Context: an optimization exercise on an open-source flow, tuned for small area, a short achievable clock period and few clock cycles per item. The choices shown serve that exercise and are no tape-out recipe. Only simulation tests tie the RTL to the original design; equivalence was not proved. Power figures rest on the tool's default switching activity, not on a simulated workload.

`flow/config.mk`:
```
export PLATFORM = sky130hd
export DESIGN_NAME = syndrome_unit
export DESIGN_NICKNAME = syndrome_unit
export VERILOG_FILES = /design/flow/design.v
export SDC_FILE = /design/flow/constraint.sdc
export NUM_CORES = 4
export LEC_CHECK = 0
export CAP_MARGIN = 20
export CORE_MARGIN = 2
export CORE_UTILIZATION = 40
export SLEW_MARGIN = 20
```
`flow/constraint.sdc`:
```
create_clock -name core_clock -period 5.0 [get_ports {clk}]
set_input_delay 1.0000 -clock core_clock [delete_from_list [all_inputs] [get_ports {clk}]]
set_output_delay 1.0000 -clock core_clock [all_outputs]
set_load 0.01 [all_outputs]
```
`flow/design.v`:
```
module gf2_divider #(
    parameter W  = 85,              
    parameter SW = 7                
) (
    input  wire          clk,
    input  wire          rst,
    input  wire          load,      
    input  wire [W:0]    poly,
    input  wire          norm1,     
    input  wire          norm2,     
    input  wire          lstep,     
    input  wire          swap,      
    input  wire [31:0]   x,         
    input  wire          xv,
    input  wire          xlast,     
    output reg  [W-1:0]  rem,
    output reg           dz
);
    localparam integer M   = W + 32;
    localparam integer NCS = (W > 64) ? 3 : 2;    
    localparam integer NFS = SW - NCS;            
    genvar g, i, j, k;
    function [W-1:0] step4;
        input [W-1:0] rr;
        input [W-1:0] pp;
        reg   [3:0]   t, u, qq;
        reg   [W-1:0] acc;
        integer a, b;
        begin
            t = {rr[W-4], rr[W-3], rr[W-2], rr[W-1]};     
            u = {pp[W-1] ^ pp[W-3], pp[W-1] ^ pp[W-2], pp[W-1], 1'b1};
            for (a = 0; a < 4; a = a + 1) begin
                qq[3-a] = 1'b0;
                for (b = 0; b <= a; b = b + 1)
                    qq[3-a] = qq[3-a] ^ (t[b] & u[a-b]);
            end
            acc = {rr[W-5:0], 4'b0000};
            for (a = 0; a < 4; a = a + 1)
                acc = acc ^ ((qq[a] ? pp : {W{1'b0}}) << a);
            step4 = acc;
        end
    endfunction
    reg  [W:0]    pn;
    reg  [SW-1:0] sn;
    reg           zn;
    reg  [W-1:0]  ln;
    wire [(NCS+1)*(W+1)-1:0] cv;
    wire [SW-1:0] sc_bits;
    assign cv[W:0] = pn;
    generate
        for (g = 0; g < NCS; g = g + 1) begin : gcs
            localparam integer SH = 1 << (SW - 1 - g);
            wire [W:0] vi = cv[g*(W+1) +: (W+1)];
            wire       zz = ~|vi[W -: SH];
            assign cv[(g+1)*(W+1) +: (W+1)] = zz ? (vi << SH) : vi;
            assign sc_bits[SW-1-g] = zz;
        end
        for (g = 0; g < NFS; g = g + 1) begin : gcz
            assign sc_bits[g] = 1'b0;
        end
    endgenerate
    wire [(NFS+1)*(W+1)-1:0] fv;
    wire [SW-1:0] sf_bits;
    assign fv[W:0] = pn;
    generate
        for (g = 0; g < NFS; g = g + 1) begin : gfs
            localparam integer SH = 1 << (NFS - 1 - g);
            wire [W:0] vi = fv[g*(W+1) +: (W+1)];
            wire       zz = ~|vi[W -: SH];
            assign fv[(g+1)*(W+1) +: (W+1)] = zz ? (vi << SH) : vi;
            assign sf_bits[NFS-1-g] = zz;
        end
        for (g = NFS; g < SW; g = g + 1) begin : gfz
            assign sf_bits[g] = sn[g];
        end
    endgenerate
    wire [W:0] pn_fine = fv[NFS*(W+1) +: (W+1)];
    always @(posedge clk) begin
        if (load) begin
            pn <= poly;
            zn <= ~|poly;
        end else if (norm1) begin
            pn <= cv[NCS*(W+1) +: (W+1)];
            sn <= sc_bits;
        end else if (norm2) begin
            pn <= pn_fine;
            sn <= sf_bits;
            ln <= pn_fine[W-1:0];             
        end else if (lstep) begin
            ln <= step4(ln, pn[W-1:0]);       
        end
    end
    reg  [W-1:0]  lc;
    reg  [W-1:0]  pc;
    reg  [SW-1:0] scur;
    reg           zc;
    always @(posedge clk) begin
        if (swap) begin
            lc   <= ln;
            pc   <= pn[W-1:0];
            scur <= sn;
            zc   <= zn;
        end
    end
    reg  [M-1:0] s;
    wire [M+31:0] injw = {{M{1'b0}}, x} << scur;
    wire [M-1:0]  inj  = injw[M-1:0];
    wire [31:0]   vh   = s[M-1:W];
    wire [M-1:0] sn_next;
    generate
        for (i = 0; i < M; i = i + 1) begin : gsn
            localparam integer JLO = (i - (W - 1) > 0) ? i - (W - 1) : 0;
            localparam integer JHI = (i < 31) ? i : 31;
            localparam integer JN  = (JHI >= JLO) ? JHI - JLO + 1 : 1;
            wire [JN-1:0] tm;
            if (JHI >= JLO) begin : gp
                for (j = JLO; j <= JHI; j = j + 1) begin : gt
                    assign tm[j-JLO] = vh[j] & lc[i-j];
                end
            end else begin : gnp
                assign tm = 1'b0;
            end
            if (i >= 32) begin : gsh
                assign sn_next[i] = s[i-32] ^ inj[i] ^ (^tm);
            end else begin : gns
                assign sn_next[i] = inj[i] ^ (^tm);
            end
        end
    endgenerate
    always @(posedge clk) begin
        if (rst || (xv && xlast))
            s <= {M{1'b0}};
        else if (xv)
            s <= sn_next;
    end
    reg  [M-1:0]  fr;
    reg  [W-1:0]  pf;
    reg  [SW-1:0] sfin;
    reg           zfin;
    wire [W-1:0]  fr_top  = step4(fr[M-1:32], pf);
    wire [M-1:0]  fr_step = {fr_top[W-1:4], fr_top[3:0] ^ fr[31:28], fr[27:0], 4'b0000};
    always @(posedge clk) begin
        if (xv && xlast) begin
            fr   <= sn_next;
            pf   <= pc;
            sfin <= scur;
            zfin <= zc;
        end else begin
            fr   <= fr_step;
        end
        rem <= fr[M-1:32] >> sfin;
        dz  <= zfin;
    end
endmodule
module syndrome_unit (
    input  wire         clk,
    input  wire         rst,           
    input  wire         start,
    output wire         ready,
    input  wire         fmt,           
    input  wire [16:0]  f_poly,
    input  wire [85:0]  g_poly,
    input  wire [85:0]  fg_poly,
    input  wire         in_valid,
    output wire         in_ready,
    input  wire [31:0]  in_data,
    output wire         done,
    output wire [15:0]  rem_f,
    output wire [84:0]  rem_g,
    output wire [84:0]  rem_fg,
    output wire [2:0]   divz           
);
    reg         nv;           
    reg  [3:0]  nc;           
    reg         nfmt;
    reg  [4:0]  cleft;
    reg         cfmt;
    reg  [31:0] x;
    reg         xv, xlast;
    reg  [10:0] prevw;        
    reg  [3:0]  fc;           
    reg         fpend, done_r;
    wire cur_take  = (cleft != 5'd0);
    wire nxt_take  = nv && (nc == 4'd0);
    assign ready    = !nv || swap;
    assign in_ready = cur_take || nxt_take;
    wire take = in_valid && (cur_take || nxt_take);
    wire swap = in_valid && !cur_take && nxt_take;
    wire start_acc = start && (!nv || swap);
    wire        wfmt  = swap ? nfmt : cfmt;
    wire [10:0] pv    = swap ? 11'd0 : prevw;
    wire [31:0] chunk = wfmt ? {pv[0], in_data[31:1]} : {pv, in_data[31:11]};
    wire norm1 = (nc == 4'd10);
    wire norm2 = (nc == 4'd9);
    wire lstep = (nc != 4'd0) && (nc < 4'd9);
    always @(posedge clk) begin
        if (rst) begin
            nv     <= 1'b0;
            nc     <= 4'd0;
            cleft  <= 5'd0;
            xv     <= 1'b0;
            fc     <= 4'd0;
            fpend  <= 1'b0;
            done_r <= 1'b0;
        end else begin
            if (start_acc) begin
                nv   <= 1'b1;
                nc   <= 4'd10;
                nfmt <= fmt;
            end else begin
                if (nc != 4'd0)
                    nc <= nc - 4'd1;
                if (swap)
                    nv <= 1'b0;
            end
            if (swap) begin
                cleft <= nfmt ? 5'd31 : 5'd10;
                cfmt  <= nfmt;
            end else if (take) begin
                cleft <= cleft - 5'd1;
            end
            xv     <= take;
            if (xv && xlast)
                fc <= 4'd8;
            else if (fc != 4'd0)
                fc <= fc - 4'd1;
            fpend  <= (fc == 4'd1);
            done_r <= fpend;
        end
        x      <= chunk;
        xlast  <= !swap && (cleft == 5'd1);
        if (take)
            prevw  <= in_data[10:0];
    end
    assign done = done_r;
    gf2_divider #(.W(16), .SW(5)) u_f (
        .clk(clk), .rst(rst), .load(start_acc), .poly(f_poly), .norm1(norm1), .norm2(norm2), .lstep(lstep),
        .swap(swap), .x(x), .xv(xv), .xlast(xlast), .rem(rem_f), .dz(divz[0])
    );
    gf2_divider #(.W(85), .SW(7)) u_g (
        .clk(clk), .rst(rst), .load(start_acc), .poly(g_poly), .norm1(norm1), .norm2(norm2), .lstep(lstep),
        .swap(swap), .x(x), .xv(xv), .xlast(xlast), .rem(rem_g), .dz(divz[1])
    );
    gf2_divider #(.W(85), .SW(7)) u_fg (
        .clk(clk), .rst(rst), .load(start_acc), .poly(fg_poly), .norm1(norm1), .norm2(norm2), .lstep(lstep),
        .swap(swap), .x(x), .xv(xv), .xlast(xlast), .rem(rem_fg), .dz(divz[2])
    );
endmodule
```
`flow/run.sh`:
```
#!/bin/bash
# synth_recipe.tcl (not shown) runs the flow's synth.tcl, then flattens the netlist and writes it again
# the make line also repeats each setting of config.mk as NAME=value (left out here)
make -C /OpenROAD-flow-scripts/flow DESIGN_CONFIG=/design/flow/config.mk WORK_HOME=/design/flow/orfs CLKGATE_MAP_FILE= SYNTH_SCRIPT=/design/flow/synth_recipe.tcl finish
```
==> results of run 1 <==
-- final cells by class --
class	count	area, µm²	area share
Clock buffer	253	5700	0.0267
Sequential cell	1815	46700	0.219
Multi-Input combinational cell	21500	137000	0.643
Antenna cell	44	110	0.000516
Timing Repair Buffer	1496	13700	0.0643
Tap cell	6400	8010	0.0375
Clock inverter	129	1620	0.00757
Inverter	108	419	0.00196
-- worst reg2reg max path, cell delays in order (launching register included) --
cell      delay, ns
edfxtp_1       0.50
nor4_1         0.73
nand3_1        0.39
or4_1          0.75
o21ai_2        0.79
and3_1         0.78
a22oi_1        0.20
o21ai_0        0.14
-- placed cells by master (no fill, tap or decap), types with 216 or more instances in the layout --
master / count
o21ai_0: 871
clkbuf_16: 216
nand2_1: 8884
a21oi_1: 433
xor2_1: 1620
xnor2_1: 5857
edfxtp_1: 1012
mux2i_1: 757
nor2_1: 1034
clkdlybuf4s50_1: 417
buf_4: 962
dfxtp_1: 736
a211oi_1: 282
-- report_power, final --
part           switching (mW)  internal, mW  leakage, nW
registers                8.55          21.3         16.0
clock network            7.25          9.47         3.55
logic                    69.8          48.1         48.6
-- kinds of logic after synthesis --
kind of cell             after synthesis
AND/OR/NAND/NOR                    10500
flip-flops                          1815
buffers and inverters               2415
adder cells (fa/ha/maj)                5
XOR/XNOR                            7551
multiplexers                        1158
AO/OA/AOI/OAI                       2331
-- metrics by stage --
stage,area (µm²),util,setup TNS (ns)
detailed placement,206000,0.430,0
finish,213000,0.445,0
global placement,206000,0.430,0
global route,213000,0.445,0
floorplan,193000,-,-2455.97
CTS,213000,0.445,0
-- worst max-delay path by stage --
stage / slack [ns] / cells after the start / to
after floorplan: -2.99 / 4 / x[21]
after global placement: 0.76 / 8 / u_g.pn[15]
after detailed placement: 0.77 / 7 / u_g.sn[3]
after CTS: 0.52 / 6 / ready
after global routing: 0.40 / 6 / ready
final: 0.55 / 6 / ready
-- flip-flops by register name, summed over array words and instances, names as in the netlist, 86 cells and up --
register / flops
u_fg.fr: 117
u_fg.s: 117
u_g.fr: 117
u_g.s: 117
u_fg.pn: 86
u_g.pn: 86
-- layer usage --
metal | share of wire | up-vias | global-route usage
met5 | 0.00075 | - | 0
met4 | 0.062 | 84 | 0.180
met3 | 0.16 | 3152 | 0.146
met2 | 0.38 | 15000 | 0.502
met1 | 0.39 | 90400 | 0.498
li1 | - | 81000 | -
==> run summary, run 1 <==
* First-pass GRT wire length at roughly 1,300,000 µm
* Total Power at about 160 mW
* I/O Buffers at 417
* R2r startpoint: u_fg.pn[24]
* Hold Crit Class: reg2reg
* Largest stage delay, worst path at about 0.65 ns
* DR iter-0 viols at about 32,000
* Endpoint type of the worst setup path: primary output
* Hold Path Stages at 0
* WP data arrival at roughly 3.5 ns
* Pwr dens at 771 mW/mm²
* Vias in the first global route at approximately 170k
* Final hold slack at 0.348 ns
* Root Driver: clkbuf_16
* Post-CTS Resized at 0
* Die width at ~700 µm
* Endpoint, Worst Hold: u_fg.dz
* Ys Warns at 3
* Row cnt at between 200 and 300
* Post-route setup slack at ~0.55 ns
* Post-synthesis xor/xnor area fraction at 0.347
* Synth top area share at 0.267
* Maximum VDD drop at ~700 µV
* Main combinational cell family by area after synthesis: XOR/XNOR gates
* Longest Clk Path Bufs at 4
* Cells after Synth at approximately 26,000
* Relative slew slack at 0.109
* Commonest cells post-synth: nand2_1 (8,891), xnor2_1 (5,869), xor2_1 (1,621)
* Area leader, netlist: xnor2_1
* Register area share after synthesis at 0.241
* Area contributors post-synth: xnor2_1 (27%), nand2_1 (17%), edfxtp_1 (16%)
* Setup WS pre-CTS at between 0.7 and 0.8 ns
* CP max FO at 6
* Final Instance Count excl. Fillers at around 32,000
* EDFF count, synth at 1,012
* Clock skew at roughly 0.14 ns
* Worst setup SP type: flip-flop
* GP Congestion at around 1.0
* IO Pins at 418
* Final period demand of the worst path at between 4 and 5 ns
* Worst r2r dst: u_fg.pn[6]
* WP buf/inv at 2
* Die ar. at just under 0.5 mm²
* Status: finished clean
* FFs w/ async S/R, synth at 0
* Vias per inst at between 5 and 6
* Total track usage at 0.368
* Initial Util at 0.402
* Pin count of the biggest net entering global routing at between 150 and 200
* Mapped Avg Cell Area at ~7.5 µm²
* DP Wirelength at about 670,000 µm
* Simple-gate share of the synthesized area at 0.211
* Clock slew at reported path FFs at about 0.060 ns
* Reg2reg setup slack at between 0.5 and 0.6 ns
* Detailed Route WL at 941,000 µm
* Max_cap viols at 0
* Area delta synth->final at 10.7%
* DRC Markers at 0
* Final setup violation count at 0
* Post-Syn Area at 0.193 mm²
* DR vias at about 190k
* TritonCTS clock tree: yes
* Multiplexer share of the synthesized area at 0.0748
* Placed cells at approximately 31,000
* Clk latency of the worst-skew pair at between 1 and 1.5 ns
* Top FF cell, synth: edfxtp_1
* CP startpoint: cleft[0]
* Hold buffers post-CTS at 0
* Slowest CP cell: clkdlybuf4s50_1
* Share of layout cells above drive strength 1 at 0.0791
* Post-synth net total at between 20,000 and 30,000
* FF+latch count, synth at approximately 1,800
* Final Hold Viols at 0
* Routed length per instance at between 20 and 30 µm
* Initial antenna violation count at 94
* Pleak at ~70 nW
* Max Fclk at approximately 0.22 GHz
* Slew @ Worst Pin at between 1 and 1.5 ns
* Setup CP Type: reg2out
* Drt first pass iters at 9
* CTS sink count at about 1,800
* Final ANT Viol Nets at 0
* Cell variety after synth at 89
* Sequence of cells on the critical path: inv_1 -> ha_1 -> nor4b_1 -> nand4_1 -> nand2_1 -> clkdlybuf4s50_1
* Post-synthesis adder-cell area fraction at 0.000325
* Total gr overflow at 0
* Synth Area in Compound Gates at 0.0755
* CP delay by family, top: simple AND/OR/NAND/NOR gates
* RSZ-0062 raised after global routing: no
* Setup bufs post-CTS at 0
* Die Y-Extent at 698 µm
* Filler cells at approximately 48,000
* Count leader, synth: nand2_1
* H-tree depth at 4
* Total CTS buffers at between 200 and 250
* Worst Min Path Start: u_fg.zfin
* Fin nets at about 25,000
* CP required at 4.00 ns
* Core Region at ~0.48 mm²
* R2R cell count at 7
* Period utilization at 0.889
* Fin. max-slew vios at 0
Testbench counts, summed over its fixed seeds: cycles 4,283, items 192.
==> inputs of run 2 (changes only) <==
--- a/flow/design.v
+++ b/flow/design.v
@@ -19,4 +19,2 @@
     localparam integer M   = W + 32;
-    localparam integer NCS = (W > 64) ? 3 : 2;    
-    localparam integer NFS = SW - NCS;            
     genvar g, i, j, k;
@@ -46,33 +44,27 @@
     reg  [W-1:0]  ln;
-    wire [(NCS+1)*(W+1)-1:0] cv;
-    wire [SW-1:0] sc_bits;
-    assign cv[W:0] = pn;
+    localparam integer NG = (W + 16) / 16;        
+    localparam integer CW = SW - 4;               
+    wire [NG-1:0] gnz;
     generate
-        for (g = 0; g < NCS; g = g + 1) begin : gcs
-            localparam integer SH = 1 << (SW - 1 - g);
-            wire [W:0] vi = cv[g*(W+1) +: (W+1)];
-            wire       zz = ~|vi[W -: SH];
-            assign cv[(g+1)*(W+1) +: (W+1)] = zz ? (vi << SH) : vi;
-            assign sc_bits[SW-1-g] = zz;
-        end
-        for (g = 0; g < NFS; g = g + 1) begin : gcz
-            assign sc_bits[g] = 1'b0;
+        for (g = 0; g < NG; g = g + 1) begin : ggz
+            localparam integer HI = W - 16 * g;
+            localparam integer WD = (HI + 1 < 16) ? HI + 1 : 16;
+            assign gnz[g] = |pn[HI -: WD];
         end
     endgenerate
-    wire [(NFS+1)*(W+1)-1:0] fv;
-    wire [SW-1:0] sf_bits;
-    assign fv[W:0] = pn;
-    generate
-        for (g = 0; g < NFS; g = g + 1) begin : gfs
-            localparam integer SH = 1 << (NFS - 1 - g);
-            wire [W:0] vi = fv[g*(W+1) +: (W+1)];
-            wire       zz = ~|vi[W -: SH];
-            assign fv[(g+1)*(W+1) +: (W+1)] = zz ? (vi << SH) : vi;
-            assign sf_bits[NFS-1-g] = zz;
-        end
-        for (g = NFS; g < SW; g = g + 1) begin : gfz
-            assign sf_bits[g] = sn[g];
-        end
-    endgenerate
-    wire [W:0] pn_fine = fv[NFS*(W+1) +: (W+1)];
+    reg  [CW-1:0] cz;
+    reg  [3:0]    fz;
+    integer n;
+    always @* begin
+        cz = NG - 1;
+        for (n = NG - 1; n >= 0; n = n - 1)
+            if (gnz[n]) cz = n;
+    end
+    wire [W:0] pn_coarse = pn << {cz, 4'b0000};
+    always @* begin
+        fz = 4'd15;
+        for (n = 15; n >= 0; n = n - 1)
+            if (pn[W-n]) fz = n;
+    end
+    wire [W:0] pn_fine = pn << fz;
     always @(posedge clk) begin
@@ -82,7 +74,7 @@
         end else if (norm1) begin
-            pn <= cv[NCS*(W+1) +: (W+1)];
-            sn <= sc_bits;
+            pn <= pn_coarse;
+            sn <= {cz, 4'b0000};
         end else if (norm2) begin
             pn <= pn_fine;
-            sn <= sf_bits;
+            sn <= zn ? {SW{1'b1}} : {sn[SW-1:4], fz};
             ln <= pn_fine[W-1:0];             
@@ -182,4 +174,4 @@
     reg         fpend, done_r;
-    wire cur_take  = (cleft != 5'd0);
-    wire nxt_take  = nv && (nc == 4'd0);
+    reg  cur_take;            
+    reg  nxt_take;            
     assign ready    = !nv || swap;
@@ -200,2 +192,4 @@
             cleft  <= 5'd0;
+            cur_take <= 1'b0;
+            nxt_take <= 1'b0;
             xv     <= 1'b0;
@@ -218,5 +212,8 @@
                 cfmt  <= nfmt;
+                cur_take <= 1'b1;
             end else if (take) begin
                 cleft <= cleft - 5'd1;
-            end
+                cur_take <= (cleft != 5'd1);
+            end
+            nxt_take <= !start_acc && !swap && nv && (nc <= 4'd1);
             xv     <= take;
--- a/flow/config.mk
+++ b/flow/config.mk
@@ -9,3 +9,4 @@
 export CORE_MARGIN = 2
-export CORE_UTILIZATION = 40
+export CORE_UTILIZATION = 50
+export SETUP_SLACK_MARGIN = 1.0
 export SLEW_MARGIN = 20
==> run summary, run 2 <==
* Status: finished clean (unchanged)
* Total CTS buffers at 211 (was 208)
* Period utilization at 0.824 (was 0.889)
* Area leader, netlist: xnor2_1 (unchanged)
* Top FF cell, synth: edfxtp_1 (unchanged)
* Mapped Avg Cell Area at 7.59 µm² (was 7.48 µm²)
* Maximum VDD drop at 817 µV (was 707 µV)
* Final Instance Count excl. Fillers at 29,900 (was 31,800)
* Sequence of cells on the critical path: buf_4 -> nand2_1 -> xnor2_1 -> xnor2_1 -> xnor2_1 -> xnor2_1 -> xnor2_1 -> xnor2_1 -> mux2i_1 -> nor2_1 (was inv_1 -> ha_1 -> nor4b_1 -> nand4_1 -> nand2_1 -> clkdlybuf4s50_1)
* Crit-path most repeated cell: xnor2_1
* CP max FO at 14 (was 6)
* EDFF count, synth at 1,012 (unchanged)
* Post-Syn Area at 0.192 mm² (was 0.193 mm²)
* Fin. max-slew vios at 0 (unchanged)
* R2r startpoint: u_fg.lc[43] (was u_fg.pn[24])
* Area contributors post-synth: xnor2_1 (27%), nand2_1 (17%), edfxtp_1 (16%) (unchanged)
* Flop pwr share at 0.270 (was 0.181)
* Commonest cells post-synth: nand2_1 (8,736), xnor2_1 (5,853), xor2_1 (1,621) (was nand2_1 (8,891), xnor2_1 (5,869), xor2_1 (1,621))
* Die ar. at 0.389 mm² (was 0.487 mm²)
* Post-route setup slack at 0.881 ns (was 0.554 ns)
* Core Region at 0.382 mm² (was 0.479 mm²)
* Setup CP Type: reg2reg (was reg2out)
* Setup WS pre-CTS at 0.188 ns (was 0.773 ns)
* Worst Min Path Start: u_fg.sn[3] (was u_fg.zfin)
* DR vias at 183,000 (was 190,000)
* RSZ-0062 raised after global routing: yes (was no)
* P_sw at 39.7 mW (was 85.6 mW)
* Combinational share of power at 0.548 (was 0.717)
* R2R cell count at 10 (was 7)
* Final period demand of the worst path at 4.12 ns (was 4.45 ns)
* CP required at 5.90 ns (was 4.00 ns)
* Clock slew at reported path FFs at 0.08 ns (was 0.06 ns)
* Pwr dens at 435 mW/mm² (was 771 mW/mm²)
* Reg2reg setup slack at 0.88 ns (was 0.58 ns)
* Clock skew at 0.0978 ns (was 0.138 ns)
* FFs w/ async S/R, synth at 0 (unchanged)
* Hold Path Stages at 0 (unchanged)
* Synth top area share at 0.267 (about the same)
* Pint at 51.8 mW (was 78.8 mW)
* Vias per inst at 6.12 (was 5.97)
* Commonest non-fill, non-tap cells in the layout: nand2_1 (8,730), xnor2_1 (5,840), xor2_1 (1,621), edfxtp_1 (1,012), mux2i_1 (965) (was nand2_1 (8,884), xnor2_1 (5,857), xor2_1 (1,620), nor2_1 (1,034), edfxtp_1 (1,012))
* Relative slew slack at 0.0635 (was 0.109)
* DP Wirelength at 623,000 µm (was 667,000 µm)
* Pin count of the biggest net entering global routing at 168 (was 170)
* Switching Share at 0.434 (was 0.521)
* Vias in the first global route at 166,000 (was 172,000)
* Setup TNS at 0 ns (unchanged)
* Drt first pass iters at 7 (was 9)
* Die Y-Extent at 623 µm (was 698 µm)
* GRT busiest layer: met2 (unchanged)
* Share of layout cells above drive strength 1 at 0.0790 (was 0.0791)
* Root Driver: clkbuf_16 (unchanged)
* Cell variety after synth at 93 (was 89)
* Worst r2r dst: u_fg.s[72] (was u_fg.pn[6])
* Register area share after synthesis at 0.242 (was 0.241)
* Total gr overflow at 0 (unchanged)
* WP data arrival at 5.02 ns (was 3.45 ns)
* Slew @ Worst Pin at 1.40 ns (was 1.32 ns)
* IO Pins at 418 (unchanged)
* Final ANT Viol Nets at 0 (unchanged)
* DR iter-0 viols at 29,000 (was 31,800)
* Final Hold Viols at 0 (unchanged)
* Endpoint type of the worst setup path: flip-flop (was primary output)
* Initial antenna violation count at 82 (was 94)
* Longest Clk Path Bufs at 4 (unchanged)
* GP Congestion at 1.05 (was 1.03)
* Die width at 623 µm (was 698 µm)
* GR Util met3 at 0.212 (was 0.146)
* FF+latch count, synth at 1,817 (was 1,815)
* Count leader, synth: nand2_1 (unchanged)
* First-pass GRT wire length at 1,260,000 µm (was 1,320,000 µm)
* Cells after Synth at 25,300 (was 25,800)
* Routing usage on met2 at 0.597 (was 0.502)
* Endpoint, Worst Hold: u_fg.scur[3] (was u_fg.dz)
* Fin nets at 24,900 (was 25,400)
* Pleak at 66.5 nW (was 68.1 nW)
* H-tree depth at 4 (unchanged)
* Detailed Route WL at 893,000 µm (was 941,000 µm)
* Clk latency of the worst-skew pair at 1.00 ns (was 1.04 ns)
* DRC Markers at 0 (unchanged)
* Largest stage delay, worst path at 1.03 ns (was 0.65 ns)
* TritonCTS clock tree: yes (unchanged)
* Routed length per instance at 29.8 µm (was 29.6 µm)
* Row cnt at 227 (was 254)
* Hold Crit Class: reg2reg (unchanged)
* Max_cap viols at 0 (unchanged)
* Initial Util at 0.502 (was 0.402)
* Post-synth net total at 25,500 (was 26,000)
* Area delta synth->final at 9.66% (was 10.7%)
* Commonest non-fill, non-tap cell in the layout: nand2_1 (unchanged)
* Worst setup SP type: flip-flop (unchanged)
* Grt met1 use at 0.587 (was 0.498)
* I/O Buffers at 417 (unchanged)
* Max Fclk at 0.243 GHz (was 0.225 GHz)
* CTS sink count at 1,817 (was 1,815)
* Ys Warns at 3 (unchanged)
* Slowest CP cell: edfxtp_1 (was clkdlybuf4s50_1)
* Final setup violation count at 0 (unchanged)
* Total track usage at 0.442 (was 0.368)
* Placed cells at 29,400 (was 31,400)
* Clock network fraction of design power at 0.183 (was 0.102)
run 2: cell types whose count changed in the layout (fill, tap and decap cells not counted), moves of 95 or more:
cell / before / now
mux2i_1: 757 / 965
nor2_1: 1034 / 833
nand2_1: 8884 / 8730
a21oi_1: 433 / 296
o21ai_0: 871 / 765
buf_4: 962 / 867
run 2: worst max-delay path by stage:
stage | start | endpoint | slack, ns
floorplan | in_valid | x[21] | -3.03
global placement | in_valid | u_fg.pn[37] | 0.15
detailed placement | in_valid | u_fg.pn[37] | 0.19
CTS | u_fg.pn[83] | u_fg.pn[83] | 1.00
global route | u_fg.pn[79] | u_fg.ln[68] | 0.98
finish | u_fg.lc[43] | u_fg.s[72] | 0.88
run 2: power by group through the flow:
stage	Clock [mW]	Combinational [mW]	Sequential, mW
floorplan	0	38.2	21.8
global placement	0	48.4	24.6
detailed placement	0	48.7	24.6
CTS	16.8	49.1	24.3
global route	17.3	54.1	24.7
finish	16.7	50.1	24.7
run 2: kinds of logic after synthesis:
kind of cell | after synthesis | synth area share
multiplexers | 1417 | 0.0896
buffers and inverters | 2374 | 0.0490
adder cells (fa/ha/maj) | 5 | 0.000326
flip-flops | 1817 | 0.242
XOR/XNOR | 7543 | 0.349
AND/OR/NAND/NOR | 10100 | 0.204
AO/OA/AOI/OAI | 2020 | 0.0653
run 2: final cells by class:
cell class                      count  area, µm²
Antenna cell                       97        243
Clock buffer                      269       5940
Clock inverter                    124       1430
Fill cell                       35900     172000
Inverter                          124        485
Multi-Input combinational cell  21100     136000
Sequential cell                  1817      46800
Tap cell                         5038       6300
Timing Repair Buffer             1392      12800
run 2: timing repair:
| action | CTS | global route |
|---|---|---|
| gates cloned | 1 | 3 |
| setup buffers | 0 | 23 |
| gates resized for setup | 5 | 21 |
| hold buffers | 0 | 0 |
| setup endpoints to repair | 29 | 187 |
| pin swaps | 0 | 4 |
run 2: worst max-delay path, delay by kind of cell (launching register included):
| kind | cells | cell delay, ns |
|---|---|---|
| xor+xnor | 6 | 2.37 |
| flops | 1 | 1.03 |
| buf+inv | 1 | 0.29 |
| simple gates | 2 | 0.21 |
| mux | 1 | 0.14 |
run 2: metal layers:
metal | share of wire | up-vias
met4 | 0.056 | 62
li1 | - | 79200
met3 | 0.17 | 2885
met5 | 0.0015 | -
met2 | 0.39 | 13800
met1 | 0.38 | 87200
run 2: through the flow:
step | hold WS [ns] | instance area, µm² | util | power [mW]
2_1_floorplan | 0.323 | 192000 | - | 60.0
3_3_place_gp | 0.401 | 202000 | 0.530 | 73.0
3_5_place_dp | 0.405 | 202000 | 0.530 | 73.4
4_1_cts | 0.406 | 210000 | 0.549 | 90.3
5_1_grt | 0.406 | 210000 | 0.550 | 96.1
6_report | 0.404 | 210000 | 0.551 | 91.5
Testbench counts of run 2, summed over its fixed seeds: cycles 4,283, items 192.
==> inputs of run 3 (changes only) <==
--- a/flow/design.v
+++ b/flow/design.v
@@ -15,2 +15,3 @@
     input  wire          xlast,     
+    input  wire          rload,     
     output reg  [W-1:0]  rem,
@@ -46,3 +47,4 @@
     localparam integer CW = SW - 4;               
-    wire [NG-1:0] gnz;
+    wire [NG-1:0]   gnz;
+    wire [4*NG-1:0] glz;
     generate
@@ -51,3 +53,17 @@
             localparam integer WD = (HI + 1 < 16) ? HI + 1 : 16;
-            assign gnz[g] = |pn[HI -: WD];
+            wire [15:0] grp;
+            if (WD < 16) begin : gpad
+                assign grp = {pn[HI -: WD], {(16-WD){1'b0}}};
+            end else begin : gfull
+                assign grp = pn[HI -: 16];
+            end
+            reg [3:0] lz;
+            integer m;
+            always @* begin
+                lz = 4'd15;
+                for (m = 15; m >= 0; m = m - 1)
+                    if (grp[15-m]) lz = m;
+            end
+            assign gnz[g] = |grp;
+            assign glz[4*g +: 4] = lz;
         end
@@ -55,3 +71,2 @@
     reg  [CW-1:0] cz;
-    reg  [3:0]    fz;
     integer n;
@@ -62,9 +77,5 @@
     end
-    wire [W:0] pn_coarse = pn << {cz, 4'b0000};
-    always @* begin
-        fz = 4'd15;
-        for (n = 15; n >= 0; n = n - 1)
-            if (pn[W-n]) fz = n;
-    end
-    wire [W:0] pn_fine = pn << fz;
+    wire [3:0]    fz   = glz[4*cz +: 4];
+    wire [SW-1:0] s_lz = (|gnz) ? {cz, fz} : {SW{1'b1}};
+    wire [W:0] sh_out;
     always @(posedge clk) begin
@@ -74,8 +85,6 @@
         end else if (norm1) begin
-            pn <= pn_coarse;
-            sn <= {cz, 4'b0000};
+            sn <= s_lz;
         end else if (norm2) begin
-            pn <= pn_fine;
-            sn <= zn ? {SW{1'b1}} : {sn[SW-1:4], fz};
-            ln <= pn_fine[W-1:0];             
+            pn <= sh_out;
+            ln <= sh_out[W-1:0];              
         end else if (lstep) begin
@@ -131,2 +140,14 @@
     reg           zfin;
+    wire [W-1:0]  fres = fr[M-1:32];
+    wire [W-1:0]  frev;
+    wire [W-1:0]  rrev;
+    generate
+        for (i = 0; i < W; i = i + 1) begin : grv
+            assign frev[i] = fres[W-1-i];
+            assign rrev[i] = sh_out[W-1-i];
+        end
+    endgenerate
+    wire [W:0]    sh_in  = rload ? {1'b0, frev} : pn;
+    wire [SW-1:0] sh_amt = rload ? sfin : sn;
+    assign sh_out = sh_in << sh_amt;
     wire [W-1:0]  fr_top  = step4(fr[M-1:32], pf);
@@ -142,3 +163,3 @@
         end
-        rem <= fr[M-1:32] >> sfin;
+        rem <= rrev;
         dz  <= zfin;
@@ -185,3 +206,3 @@
     wire norm1 = (nc == 4'd10);
-    wire norm2 = (nc == 4'd9);
+    wire norm2 = (nc == 4'd9) && !fpend;      
     wire lstep = (nc != 4'd0) && (nc < 4'd9);
@@ -204,3 +225,3 @@
             end else begin
-                if (nc != 4'd0)
+                if (nc != 4'd0 && !(nc == 4'd9 && fpend))
                     nc <= nc - 4'd1;
@@ -234,3 +255,3 @@
         .clk(clk), .rst(rst), .load(start_acc), .poly(f_poly), .norm1(norm1), .norm2(norm2), .lstep(lstep),
-        .swap(swap), .x(x), .xv(xv), .xlast(xlast), .rem(rem_f), .dz(divz[0])
+        .swap(swap), .x(x), .xv(xv), .xlast(xlast), .rload(fpend), .rem(rem_f), .dz(divz[0])
     );
@@ -238,3 +259,3 @@
         .clk(clk), .rst(rst), .load(start_acc), .poly(g_poly), .norm1(norm1), .norm2(norm2), .lstep(lstep),
-        .swap(swap), .x(x), .xv(xv), .xlast(xlast), .rem(rem_g), .dz(divz[1])
+        .swap(swap), .x(x), .xv(xv), .xlast(xlast), .rload(fpend), .rem(rem_g), .dz(divz[1])
     );
@@ -242,3 +263,3 @@
         .clk(clk), .rst(rst), .load(start_acc), .poly(fg_poly), .norm1(norm1), .norm2(norm2), .lstep(lstep),
-        .swap(swap), .x(x), .xv(xv), .xlast(xlast), .rem(rem_fg), .dz(divz[2])
+        .swap(swap), .x(x), .xv(xv), .xlast(xlast), .rload(fpend), .rem(rem_fg), .dz(divz[2])
     );
--- a/flow/config.mk
+++ b/flow/config.mk
@@ -10,3 +10,3 @@
 export CORE_UTILIZATION = 50
-export SETUP_SLACK_MARGIN = 1.0
+export SETUP_SLACK_MARGIN = 1.5
 export SLEW_MARGIN = 20
==> run summary, run 3 <==
* Status: finished clean (unchanged)
* Longest Clk Path Bufs at 4 (unchanged)
* Post-synth net total at 24,600 (was 25,500)
* Hold Path Stages at 0 (unchanged)
* Clock network fraction of design power at 0.147 (was 0.183)
* I/O Buffers at 417 (unchanged)
* Detailed Route WL at 943,000 µm (was 893,000 µm)
* Commonest non-fill, non-tap cell in the layout: nand2_1 (unchanged)
* Synth top area share at 0.272 (was 0.267)
* Setup CP Type: reg2reg (unchanged)
* Main combinational cell family by area after synthesis: XOR/XNOR gates (unchanged)
* EDFF count, synth at 1,012 (unchanged)
* CP required at 5.76 ns (was 5.90 ns)
* Post-Syn Area at 0.187 mm² (was 0.192 mm²)
* Area contributors post-synth: xnor2_1 (27%), nand2_1 (17%), edfxtp_1 (16%) (unchanged)
* Final ANT Viol Nets at 0 (unchanged)
* Maximum VDD drop at 650 µV (was 817 µV)
* Row cnt at 224 (was 227)
* Endpoint, Worst Hold: u_fg.dz (was u_fg.scur[3])
* Max_cap viols at 0 (unchanged)
* Pint at 56.9 mW (was 51.8 mW)
* IO Pins at 418 (unchanged)
* DRC Markers at 0 (unchanged)
* Vias per inst at 6.18 (was 6.12)
* Core Region at 0.372 mm² (was 0.382 mm²)
* Slowest CP cell: dfxtp_4 (was edfxtp_1)
* Count leader, synth: nand2_1 (unchanged)
* CTS sink count at 1,817 (unchanged)
* Pleak at 67.6 nW (was 66.5 nW)
* RSZ-0062 raised after global routing: yes (unchanged)
* Synth Area in Compound Gates at 0.0522 (was 0.0653)
* Simple-gate share of the synthesized area at 0.203 (was 0.204)
* Slew @ Worst Pin at 1.20 ns (was 1.40 ns)
* Total track usage at 0.473 (was 0.442)
* P_sw at 52.1 mW (was 39.7 mW)
* Final Hold Viols at 0 (unchanged)
* GP Congestion at 1.05 (about the same)
* R2r startpoint: u_g.s[87] (was u_fg.lc[43])
* Worst Min Path Start: u_fg.zfin (was u_fg.sn[3])
* H-tree depth at 4 (unchanged)
* First-pass GRT wire length at 1,290,000 µm (was 1,260,000 µm)
* Filler cells at 34,600 (was 35,900)
* Final Instance Count excl. Fillers at 29,500 (was 29,900)
* Max Fclk at 0.277 GHz (was 0.243 GHz)
* Ys Warns at 3 (unchanged)
* Clk latency of the worst-skew pair at 0.95 ns (was 1.00 ns)
* Fin. max-slew vios at 0 (unchanged)
* DP Wirelength at 664,000 µm (was 623,000 µm)
* Hold buffers post-CTS at 0 (unchanged)
* Crit-path most repeated cell: xnor2_1 (unchanged)
* Routed length per instance at 32.0 µm (was 29.8 µm)
* Initial antenna violation count at 107 (was 82)
* Final setup violation count at 0 (unchanged)
* Initial Util at 0.502 (about the same)
* Cell variety after synth at 100 (was 93)
* Final period demand of the worst path at 3.62 ns (was 4.12 ns)
* Sequence of cells on the critical path: buf_12 -> nand2_1 -> xor2_1 -> xnor2_1 -> xnor2_1 -> xnor2_1 -> xnor2_1 -> xnor2_1 -> buf_4 -> xnor2_1 -> a211oi_1 (was buf_4 -> nand2_1 -> xnor2_1 -> xnor2_1 -> xnor2_1 -> xnor2_1 -> xnor2_1 -> xnor2_1 -> mux2i_1 -> nor2_1)
* Drt first pass iters at 9 (was 7)
* Vias in the first global route at 164,000 (was 166,000)
* FFs w/ async S/R, synth at 0 (unchanged)
* Total Power at 109 mW (was 91.5 mW)
* Total gr overflow at 0 (unchanged)
* Flop pwr share at 0.264 (was 0.270)
* Relative slew slack at 0.195 (was 0.0635)
* Multiplexer share of the synthesized area at 0.0868 (was 0.0896)
* Cells after Synth at 24,400 (was 25,300)
* FF+latch count, synth at 1,817 (unchanged)
* Register area share after synthesis at 0.249 (was 0.242)
* CP max FO at 25 (was 14)
* Root Driver: clkbuf_16 (unchanged)
* Commonest non-fill, non-tap cells in the layout: nand2_1 (8,554), xnor2_1 (5,716), xor2_1 (1,666), buf_4 (1,094), edfxtp_1 (1,012) (was nand2_1 (8,730), xnor2_1 (5,840), xor2_1 (1,621), edfxtp_1 (1,012), mux2i_1 (965))
* Clock slew at reported path FFs at 0.07 ns (was 0.08 ns)
* Area delta synth->final at 13.0% (was 9.66%)
* Die Y-Extent at 616 µm (was 623 µm)
* Top FF cell, synth: edfxtp_1 (unchanged)
* Worst setup SP type: flip-flop (unchanged)
* Switching Share at 0.478 (was 0.434)
* Total CTS buffers at 202 (was 211)
* DR iter-0 viols at 31,900 (was 29,000)
* TritonCTS clock tree: yes (unchanged)
* Reg2reg setup slack at 1.38 ns (was 0.88 ns)
* Period utilization at 0.723 (was 0.824)
* Endpoint type of the worst setup path: flip-flop (unchanged)
* Commonest cells post-synth: nand2_1 (8,561), xnor2_1 (5,818), xor2_1 (1,670) (was nand2_1 (8,736), xnor2_1 (5,853), xor2_1 (1,621))
* Share of layout cells above drive strength 1 at 0.107 (was 0.0790)
* Die width at 616 µm (was 623 µm)
* Hold Crit Class: reg2reg (unchanged)
* Die ar. at 0.379 mm² (was 0.389 mm²)
* Pin count of the biggest net entering global routing at 211 (was 168)
* WP data arrival at 4.38 ns (was 5.02 ns)
* Area leader, netlist: xnor2_1 (unchanged)
* R2R cell count at 11 (was 10)
* Post-synthesis adder-cell area fraction at 0.000669 (was 0.000326)
* DR vias at 182,000 (was 183,000)
* Placed cells at 28,800 (was 29,400)
* Clock skew at 0.0722 ns (was 0.0978 ns)
* Worst r2r dst: u_g.s[39] (was u_fg.s[72])
* Mapped Avg Cell Area at 7.67 µm² (was 7.59 µm²)
* Pwr dens at 516 mW/mm² (was 435 mW/mm²)
* Post-synthesis xor/xnor area fraction at 0.358 (was 0.349)
* Combinational share of power at 0.589 (was 0.548)
* Largest stage delay, worst path at 0.80 ns (was 1.03 ns)
* Fin nets at 24,500 (was 24,900)
[run 3: cell types whose count changed after synthesis, sizes merged, moves of 40 or more]
cell and change:
xor2 +49, mux2 +124, a21oi -40, mux4 -48
nor2 -46, clkbuf -167, inv +46, nand2 -175
o21ai -251, a22oi -59, mux2i -139, a211oi -53
[run 3: cell families after synthesis]
group | Yosys count
AO/OA/AOI/OAI | 1560
XOR/XNOR | 7551
adder cells (fa/ha/maj) | 10
buffers and inverters | 2258
flip-flops | 1817
multiplexers | 1354
AND/OR/NAND/NOR | 9850
[run 3: metal layers]
metal / up-vias / wire, µm / global-route usage
li1: 76900 / - / -
met1: 87500 / 366000 / 0.651
met2: 14800 / 360000 / 0.638
met3: 3042 / 159000 / 0.186
met4: 66 / 57200 / 0.221
met5: - / 491 / 0.00202
[run 3: cell type report]
class / instances / area (µm²) / area share
antenna: 63 / 158 / 0.000746
tap: 4972 / 6220 / 0.0294
sequential: 1817 / 46800 / 0.221
inverter: 169 / 678 / 0.00321
timing repair buffer: 1770 / 17600 / 0.0832
clock buffer: 276 / 5800 / 0.0274
timing repair inverter: 1 / 7.51 / 0.0000355
multi-input combinational: 20300 / 133000 / 0.630
clock inverter: 101 / 1090 / 0.00517
[run 3: power groups by stage]
stage | logic (mW) | registers, mW | clock network [mW]
after floorplan | 43.1 | 23.1 | 0
after global placement | 59.8 | 28.4 | 0
after detailed placement | 60.2 | 28.3 | 0
after CTS | 61.3 | 27.9 | 16.0
after global routing | 67.7 | 28.4 | 16.5
final | 64.2 | 28.8 | 16.0
[run 3: worst max path at each step]
stage | from | endpoint | slack [ns]
CTS | fpend | u_g.pn[80] | 1.47
floorplan | in_valid | u_f.ln[0] | -2.26
global placement | fpend | u_g.pn[80] | 0.43
global route | u_g.scur[0] | u_g.s[76] | 1.42
finish | u_g.s[87] | u_g.s[39] | 1.38
detailed placement | fpend | u_g.pn[80] | 0.47
[run 3: worst max-delay path, delay by kind of cell, from the launching register on]
| kind | cells | cell delay (ns) |
|---|---|---|
| xor+xnor | 7 | 1.86 |
| flops | 1 | 0.80 |
| buf+inv | 2 | 0.49 |
| compound gates | 1 | 0.13 |
| simple gates | 1 | 0.09 |
[run 3: timing repair]
item,4_1_cts,5_1_grt
resized for setup,107,176
setup buffers,115,167
hold endpoints to repair,0,0
gates cloned,6,5
setup endpoints to repair,757,372
pin swaps,5,7
[run 3: through the flow]
step	area, µm²	hold slack [ns]	utilization	setup slack [ns]	TNS, ns
after floorplan	187000	0.323	-	-2.26	-1274.73
after global placement	199000	0.326	0.534	0.432	0
after detailed placement	199000	0.336	0.534	0.471	0
after CTS	208000	0.339	0.559	1.47	0
after global routing	211000	0.350	0.567	1.42	0
final	211000	0.336	0.567	1.38	0
Testbench counts of run 3, summed over its fixed seeds: cycles 4,283, items 192.

## re-timing with driven ports
The flow's constraints put no driver on any port. The routed layouts listed below were extracted and timed again, unchanged, in two steps.
Step 1, drivers: a clkbuf_16 drives clk and a buf_2 each remaining input, both assumed.
Step 2 adds t to the input delays and takes it off the output delays; t is the mean of the earliest and latest rising clock arrival at the registers after step 1. Input paths then give back, and output paths get back, about the clock's delay inside the block.
Three values: no drivers, after step 1, after step 2; two values: the first two.
run | t (ns) | slack for setup (ns) | hold slack, ns | worst data-port slew with drivers (ns) | pins driven straight from the clock port
run 1 | 1.112 | 0.554 / 0.412 / 0.581 | 0.348 / 0.348 / 0.348 | 0.28 | 1
run 2 | 1.075 | 0.881 / 0.881 / 0.219 | 0.404 / 0.404 / 0.404 | 0.38 | 1
run 3 | 1.018 | 1.384 / 1.384 / 1.257 | 0.336 / 0.336 / 0.336 | 0.12 | 1
After both steps setup and hold are still met in every run listed. For run 2, which loses most, drivers alone change the setup slack by 0.000 ns; drivers and shift together by -0.662 ns.
